This design comes from an exercise in tuning for small area, a short achievable clock period and few clock cycles on the open sky130 flow, not from production work.
In this exercise RTL edits were held to simulation tests only and were not proved equivalent to the original.

### flow/design.v
module nfb_blit (
    input  wire        clk,
    input  wire        rst,           
    input  wire        start,         
    input  wire [15:0] start_len,     
    input  wire [1:0]  start_phase,   
    input  wire [3:0]  p_hue,         
    input  wire [9:0]  p_sat,         
    input  wire [9:0]  p_con,         
    input  wire [7:0]  p_bri,         
    input  wire [8:0]  p_sharp,       
    input  wire [8:0]  p_bleed,       
    input  wire        in_valid,
    input  wire [15:0] in_pix,
    output wire        in_ready,
    output reg         out_valid,
    output reg  [15:0] out_pix,
    output reg         done,
    output reg  [1:0]  phase_out,
    output reg         busy
);
    reg [15:0]       len_r;
    reg [1:0]        ph_r;
    reg [3:0]        hue_r;
    reg [9:0]        sat_r;
    reg [9:0]        con_r;
    reg signed [7:0] bri_r;
    reg [8:0]        sharp_r;
    reg [8:0]        bleed_r;
    reg [8:0]        sp_r;         
    reg        st;                
    reg        rdy;               
    reg [15:0] rem;               
    reg [16:0] steps_left;        
    reg [1:0]  warm;              
    reg [1:0]  pc;                
    reg [1:0]  pe;                
    assign in_ready = rdy;
    reg        v0;
    reg [15:0] px;
    wire [4:0] r5 = px[15:11];
    wire [5:0] g6 = px[10:5];
    wire [4:0] b5 = px[4:0];
    wire [7:0] r8 = {r5, r5[4:2]};
    wire [7:0] g8 = {g6, g6[5:4]};
    wire [7:0] b8 = {b5, b5[4:2]};
    wire [15:0]        y0 = 77 * r8 + 150 * g8 + 29 * b8;
    wire signed [16:0] i0 = $signed({9'b0, r8}) * 153 - $signed({9'b0, g8}) * 70 - $signed({9'b0, b8}) * 83;
    wire signed [16:0] q0 = $signed({9'b0, r8}) * 54 - $signed({9'b0, g8}) * 134 + $signed({9'b0, b8}) * 80;
    reg [1:0] cm, sm;             
    reg       cn, sn;             
    always @(*) begin
        case (hue_r)
            4'd0:  begin cm = 3; cn = 0; sm = 0; sn = 0; end
            4'd1:  begin cm = 2; cn = 0; sm = 1; sn = 0; end
            4'd2:  begin cm = 1; cn = 0; sm = 2; sn = 0; end
            4'd3:  begin cm = 0; cn = 0; sm = 3; sn = 0; end
            4'd4:  begin cm = 1; cn = 1; sm = 2; sn = 0; end
            4'd5:  begin cm = 2; cn = 1; sm = 1; sn = 0; end
            4'd6:  begin cm = 3; cn = 1; sm = 0; sn = 0; end
            4'd7:  begin cm = 2; cn = 1; sm = 1; sn = 1; end
            4'd8:  begin cm = 1; cn = 1; sm = 2; sn = 1; end
            4'd9:  begin cm = 0; cn = 0; sm = 3; sn = 1; end
            4'd10: begin cm = 1; cn = 0; sm = 2; sn = 1; end
            default: begin cm = 2; cn = 0; sm = 1; sn = 1; end
        endcase
    end
    function signed [24:0] kmul(input [1:0] m, input signed [16:0] v);
        case (m)
            2'd0: kmul = 25'sd0;
            2'd1: kmul = v <<< 7;
            2'd2: kmul = (v <<< 8) - (v <<< 5) - (v <<< 1);
            default: kmul = v <<< 8;
        endcase
    endfunction
    wire signed [24:0] ic = kmul(cm, i0);
    wire signed [24:0] is = kmul(sm, i0);
    wire signed [24:0] qc = kmul(cm, q0);
    wire signed [24:0] qs = kmul(sm, q0);
    wire signed [24:0] xr = (cn ? -ic : ic) - (sn ? -qs : qs);
    wire signed [24:0] zr = (sn ? -is : is) + (cn ? -qc : qc);
    reg               v1;
    reg [15:0]        s1y;
    reg signed [24:0] s1x, s1z;
    wire signed [26:0] yc = $signed({1'b0, con_r}) * $signed({1'b0, s1y});
    wire signed [35:0] ix = $signed({1'b0, sat_r}) * s1x;
    wire signed [35:0] qz = $signed({1'b0, sat_r}) * s1z;
    wire signed [18:0] y1 = (yc >>> 8) + $signed({bri_r, 8'b0});
    wire signed [17:0] i1 = ix >>> 16;
    wire signed [17:0] q1 = qz >>> 16;
    reg signed [18:0] wy [0:4];
    reg signed [17:0] wi [0:4];
    reg signed [17:0] wq [0:4];
    wire flush = busy && !st && (steps_left == 17'd1 || steps_left == 17'd2);
    wire step  = v1 || flush;
    wire emit  = step && (warm == 2'd2);
    reg  ew;                      
    wire signed [21:0] dy = wy[0] + 4 * wy[1] - 10 * wy[2] + 4 * wy[3] + wy[4];
    wire signed [18:0] di = wi[1] - wi[4];
    wire signed [18:0] dq = wq[1] - wq[4];
    wire signed [19:0] ti = wi[1] + 2 * wi[2] + wi[3];
    wire signed [19:0] ui = wi[0] - 2 * wi[2] + wi[4];
    wire signed [19:0] tq = wq[1] + 2 * wq[2] + wq[3];
    wire signed [19:0] uq = wq[0] - 2 * wq[2] + wq[4];
    reg               e3;
    reg signed [21:0] s3dy;
    reg signed [18:0] s3cy;
    reg signed [18:0] s3di, s3dq;
    reg signed [19:0] s3ti, s3ui, s3tq, s3uq;
    reg [1:0]         s3p;
    reg signed [27:0] dc2;        
    always @(*) begin
        case (s3p)
            2'd0:    dc2 = 512 * s3di;
            2'd1:    dc2 = -256 * s3di + 444 * s3dq;
            default: dc2 = -256 * s3di - 444 * s3dq;
        endcase
    end
    wire signed [31:0] ay = $signed({1'b0, sp_r}) * s3dy + (s3cy <<< 12) + dc2 + 2048;
    wire signed [28:0] ai = (s3ti <<< 9) + $signed({1'b0, bleed_r}) * s3ui + 1024;
    wire signed [28:0] aq = (s3tq <<< 9) + $signed({1'b0, bleed_r}) * s3uq + 1024;
    reg               e4;
    reg signed [19:0] s4y;
    reg signed [17:0] s4i, s4q;
    wire signed [28:0] fr = 256 * s4y + 245 * s4i + 159 * s4q + 32768;
    wire signed [28:0] fg = 256 * s4y -  70 * s4i - 166 * s4q + 32768;
    wire signed [28:0] fb = 256 * s4y - 283 * s4i + 436 * s4q + 32768;
    function [7:0] clamp8(input signed [28:0] v);
        if (v[28])
            clamp8 = 8'd0;
        else if (|v[27:24])
            clamp8 = 8'd255;
        else
            clamp8 = v[23:16];
    endfunction
    wire [7:0] ch_r = clamp8(fr);
    wire [7:0] ch_g = clamp8(fg);
    wire [7:0] ch_b = clamp8(fb);
    integer k;
    always @(posedge clk) begin
        if (!busy) begin
            len_r   <= start_len;
            ph_r    <= start_phase;
            hue_r   <= p_hue;
            sat_r   <= p_sat;
            con_r   <= p_con;
            bri_r   <= p_bri;
            sharp_r <= p_sharp;
            bleed_r <= p_bleed;
        end
        px <= in_pix;
        s1y <= y0;
        s1x <= xr;
        s1z <= zr;
        if (step || st) begin
            wy[0] <= (flush || st) ? 19'sd0 : y1;
            wi[0] <= (flush || st) ? 18'sd0 : i1;
            wq[0] <= (flush || st) ? 18'sd0 : q1;
            wy[1] <= st ? 19'sd0 : wy[0];
            wi[1] <= st ? 18'sd0 : wi[0];
            wq[1] <= st ? 18'sd0 : wq[0];
        end
        if (step) begin
            for (k = 2; k < 5; k = k + 1) begin
                wy[k] <= wy[k-1];
                wi[k] <= wi[k-1];
                wq[k] <= wq[k-1];
            end
        end
        begin
            s3dy <= dy;
            s3cy <= wy[2];
            s3di <= di;
            s3dq <= dq;
            s3ti <= ti;
            s3ui <= ui;
            s3tq <= tq;
            s3uq <= uq;
            s3p  <= pe;
        end
        begin
            s4y <= ay >>> 12;
            s4i <= ai >>> 11;
            s4q <= aq >>> 11;
        end
        out_pix <= {ch_r[7:3], ch_g[7:2], ch_b[7:3]};
        if (rst) begin
            busy      <= 1'b0;
            st        <= 1'b0;
            rdy       <= 1'b0;
            v0        <= 1'b0;
            v1        <= 1'b0;
            ew        <= 1'b0;
            e3        <= 1'b0;
            e4        <= 1'b0;
            out_valid <= 1'b0;
            done      <= 1'b0;
        end else begin
            st        <= start && !busy;
            v0        <= in_valid && rdy;
            v1        <= v0;
            ew        <= emit;
            e3        <= ew;
            e4        <= e3;
            out_valid <= e4;
            done      <= 1'b0;
            if (start && !busy)
                busy <= 1'b1;
            if (st) begin
                rem        <= len_r;
                rdy        <= (len_r != 16'd0);
                pc         <= ph_r;
                pe         <= (ph_r == 2'd2) ? 2'd0 : ph_r + 2'd1;
                steps_left <= {1'b0, len_r} + 17'd2;
                warm       <= 2'd0;
                sp_r       <= 9'd256 - sharp_r;
            end else begin
                if (v0) begin
                    rem <= rem - 16'd1;
                    pc  <= (pc == 2'd2) ? 2'd0 : pc + 2'd1;
                end
                if (rdy && in_valid && (v0 ? (rem == 16'd2) : (rem == 16'd1)))
                    rdy <= 1'b0;
                if (step) begin
                    steps_left <= steps_left - 17'd1;
                    if (warm != 2'd2)
                        warm <= warm + 2'd1;
                end
                if (ew)
                    pe <= (pe == 2'd2) ? 2'd0 : pe + 2'd1;
                if (busy && steps_left == 17'd0 && !ew && !e3) begin
                    busy      <= 1'b0;
                    done      <= 1'b1;
                    phase_out <= pc;
                end
            end
        end
    end
endmodule
### flow/run.sh
#!/bin/bash
# synth_recipe.tcl (not shown) runs the flow's synth.tcl, then flattens the netlist and writes it again
# the make line also repeats each setting of config.mk as NAME=value (left out here)
make -C /OpenROAD-flow-scripts/flow DESIGN_CONFIG=/design/flow/config.mk WORK_HOME=/design/flow/orfs CLKGATE_MAP_FILE= SYNTH_SCRIPT=/design/flow/synth_recipe.tcl finish
### flow/config.mk
export PLATFORM = sky130hd
export DESIGN_NAME = nfb_blit
export DESIGN_NICKNAME = nfb_blit
export VERILOG_FILES = /design/flow/design.v
export SDC_FILE = /design/flow/constraint.sdc
export NUM_CORES = 4
export LEC_CHECK = 0
export CAP_MARGIN = 20
export CORE_MARGIN = 2
export CORE_UTILIZATION = 40
export SLEW_MARGIN = 20
### flow/constraint.sdc
create_clock -name core_clock -period 24.0 [get_ports {clk}]
set_input_delay 4.8000 -clock core_clock [delete_from_list [all_inputs] [get_ports {clk}]]
set_output_delay 4.8000 -clock core_clock [all_outputs]
set_load 0.01 [all_outputs]
==> notes.md <==
placed cells by master (no fill, tap or decap), drive strengths merged, types with 105 or more instances in the layout:
cell type	Yosys	layout
a21o	156	156
a21oi	417	417
dfxtp	329	329
clkbuf	240	127
nor2b	105	105
and2	699	699
o21ai	347	347
nor2	549	549
clkdlybuf4s50	0	109
fa	1804	1804
edfxtp	393	393
xor2	221	221
o21a	126	126
nand2	876	876
inv	2437	2447
nor3	133	133
xnor2	484	484
ha	1571	1571
critical path: cells and delay by family (launching register included):
| family | cells | cell delay, ns |
|---|---|---|
| XOR/XNOR | 9 | 1.56 |
| buffers and inverters | 6 | 0.48 |
| AND/OR/NAND/NOR | 12 | 2.05 |
| AO/OA/AOI/OAI | 9 | 2.03 |
| adder cells (fa/ha/maj) | 14 | 5.60 |
| flip-flops | 1 | 0.82 |
path summary, 6_finish.rpt:
kind,from,cells past startpoint,end,slack [ns]
worst min register to register,pe[1]$_DFFE_PP_,0,s3p[1]$_DFF_P_,0.41
worst min-delay path,pe[1]$_DFFE_PP_,0,s3p[1]$_DFF_P_,0.41
worst max register to register,px[3]$_DFF_P_,50,s1z[24]$_DFF_P_,11.26
worst max-delay path,px[3]$_DFF_P_,50,s1z[24]$_DFF_P_,11.26
layer usage:
layer	part of all wire (%)	GRT usage, %	vias to the layer above
li1	-	-	37350
met1	44	25.76	38730
met2	49	34.74	1423
met3	3.9	1.679	319
met4	3.0	5.650	0
met5	0	0	-
registers in the layout, indices dropped and copies added, names as in the netlist, 22 cells and up:
register,cells
s1z,24
wy,95
s3dy,22
s1x,24
wi,90
wq,90
logic make-up after synthesis:
| logic type | after synthesis | share of synthesized area, % |
|---|---|---|
| adders and majority gates | 3375 | 48.88 |
| buffers and inverters | 2709 | 8.976 |
| DFF | 722 | 16.11 |
| xor gates and xnor gates | 705 | 5.428 |
| muxes | 23 | 0.2105 |
| and+or+nand+nor | 2746 | 11.81 |
| AOI/OAI and AO/OA | 1513 | 8.586 |
per-stage QoR:
stage	std cells	util (%)	setup WS (ns)
after floorplan	11790	-	12.39
after global placement	15450	41.93	11.40
after detailed placement	15450	41.93	11.38
after CTS	15630	43.07	11.28
after global routing	15630	43.07	10.37
final	15630	43.07	11.26
cell type report:
type / count / area (um^2)
repair buffers: 169 / 1541
well taps: 3762 / 4707
inverters: 2438 / 9156
flip-flops and latches: 722 / 18390
diodes: 6 / 15.01
clock buffers: 127 / 2728
clock inverters: 48 / 506.7
multi-input cells: 8362 / 85480
fillers: 27700 / 161900
==> results_dict.tcl <==
set metrics [dict create \
    synth-edff-count 393 \
    fin_hold_ws_ns 0.4146 \
    hold_path.class "register to register" \
    synth_cells 11790 \
    syn_avg_cell_area_um2 9.676 \
    cts_inserted_buffers 96 \
    drt-initial-drc-count 3820 \
    fp-row-count 196 \
    ys_types 107 \
    area_delta_synth_final_pct 7.380 \
    cpPeakStageDelay_ns 0.82 \
    htreeDepth 3 \
    path_clk_slew_ns 0.07 \
    yosys.cell_count.top_type "inv_1" \
    fmax_mhz 78.51 \
    critPathSlowestCell "dfxtp_1" \
    placed_area_um2 119300 \
    worstSetupPathType "register to register" \
    clockBufferDepth 4 \
    slew_viol_final 0 \
    dr.pass1.iters 5 \
    gp_congestion 0.9068 \
    ioPinCount 110 \
    grt_max_degree 82 \
    hold_violations 0 \
    synth_ff_type "edfxtp_1" \
    cts_setup_buffers 0 \
    cp.arrival_ns 13.39 \
    fin_skew_ns 0.07190 \
    start_util_pct 40.11 \
    wl_per_cell_um 17.90 \
    crit_fanout 14 \
    critical_path.startpoint_type "register" \
    crit_required_ns 24.65 \
    period_share_pct 53.07 \
    status "complete, no violations" \
    cts_tree "yes" \
    core_area_um2 284500 \
    grt-ovfl-total 0 \
    fin_setup_tns_ns 0 \
    ant_nets 0 \
    cts_resized 0 \
    synth.top_cell.area_share_pct 31.65 \
    synthesis.area_um2 114100 \
    setup_viol 0 \
    first_global_vias 82160 \
    synth.yosys.seq_area_share_pct 16.11 \
    cts_root_buf "clkbuf_16" \
    antenna_found_initial 8 \
    end_kind "register" \
    wirelength_um 279900 \
    dieArea_um2 289600 \
    worstMarginPinSlew_ns 1.076 \
    final_nets 15250 \
    design_area_um2 122500 \
    clk_latency_ns 0.82 \
    hpwl_um 232700 \
    drive_gt1_share_pct 2.663 \
    crit_path_frequent_cell "ha_1" \
    layout_min_cycle_time_ns 12.74 \
    synth_common_cells "2435 x inv_1, 1804 x fa_1, 1571 x ha_1" \
    grt_usage_pct 19.71 \
    grt_pass1_wl_um 451000 \
    maxSlewHeadroom_pct 28.27 \
    vias 77830 \
    viasPerCell 4.978 \
    die_width_um 538.1 \
    cts_sinks 722 \
    cap_violations 0 \
    syn-num-nets 15260 \
    rsz0062_at_grt "false" \
    cts_hold_buf 0 \
    synth_area_leaders "fa_1 32%, ha_1 17%, edfxtp_1 10%" \
    ys_seq_elements 722 \
    async_reset_ff_share_pct 0 \
    port_buffers 109 \
    drc_errors 0 \
    yosys_warnings 4 \
    fp.dieH_um 538.1 \
    synth_area_leader_cell "fa_1" \
]
Testbench counts, summed over its fixed seeds: cycles 18,824.

-- static timing again, ports no longer ideal --
No port has a modelled driver above. Below, the same layout with a new extraction and two added sets of constraints.
Step 1 assumes that a clkbuf_16 drives the clock port and a buf_2 every other input.
Step 2 adds t to the input delays and takes it off the output delays; t is the mean of the earliest and latest rising clock arrival at the registers after step 1. Input paths then give back, and output paths get back, about the clock's delay inside the block.
a / b / c = ideal / step 1 / step 2; a / b = the first two.
t, ns: 0.879
setup slack, ns: 11.263 / 11.263 / 11.263
worst setup path at the end: register to register
worst data-port slew with drivers (ns): 0.13
cell pins on the clock port's net: 1
After both steps this run still meets setup and hold. For this run, drivers alone change the setup slack by 0.000 ns; drivers and shift together by 0.000 ns.
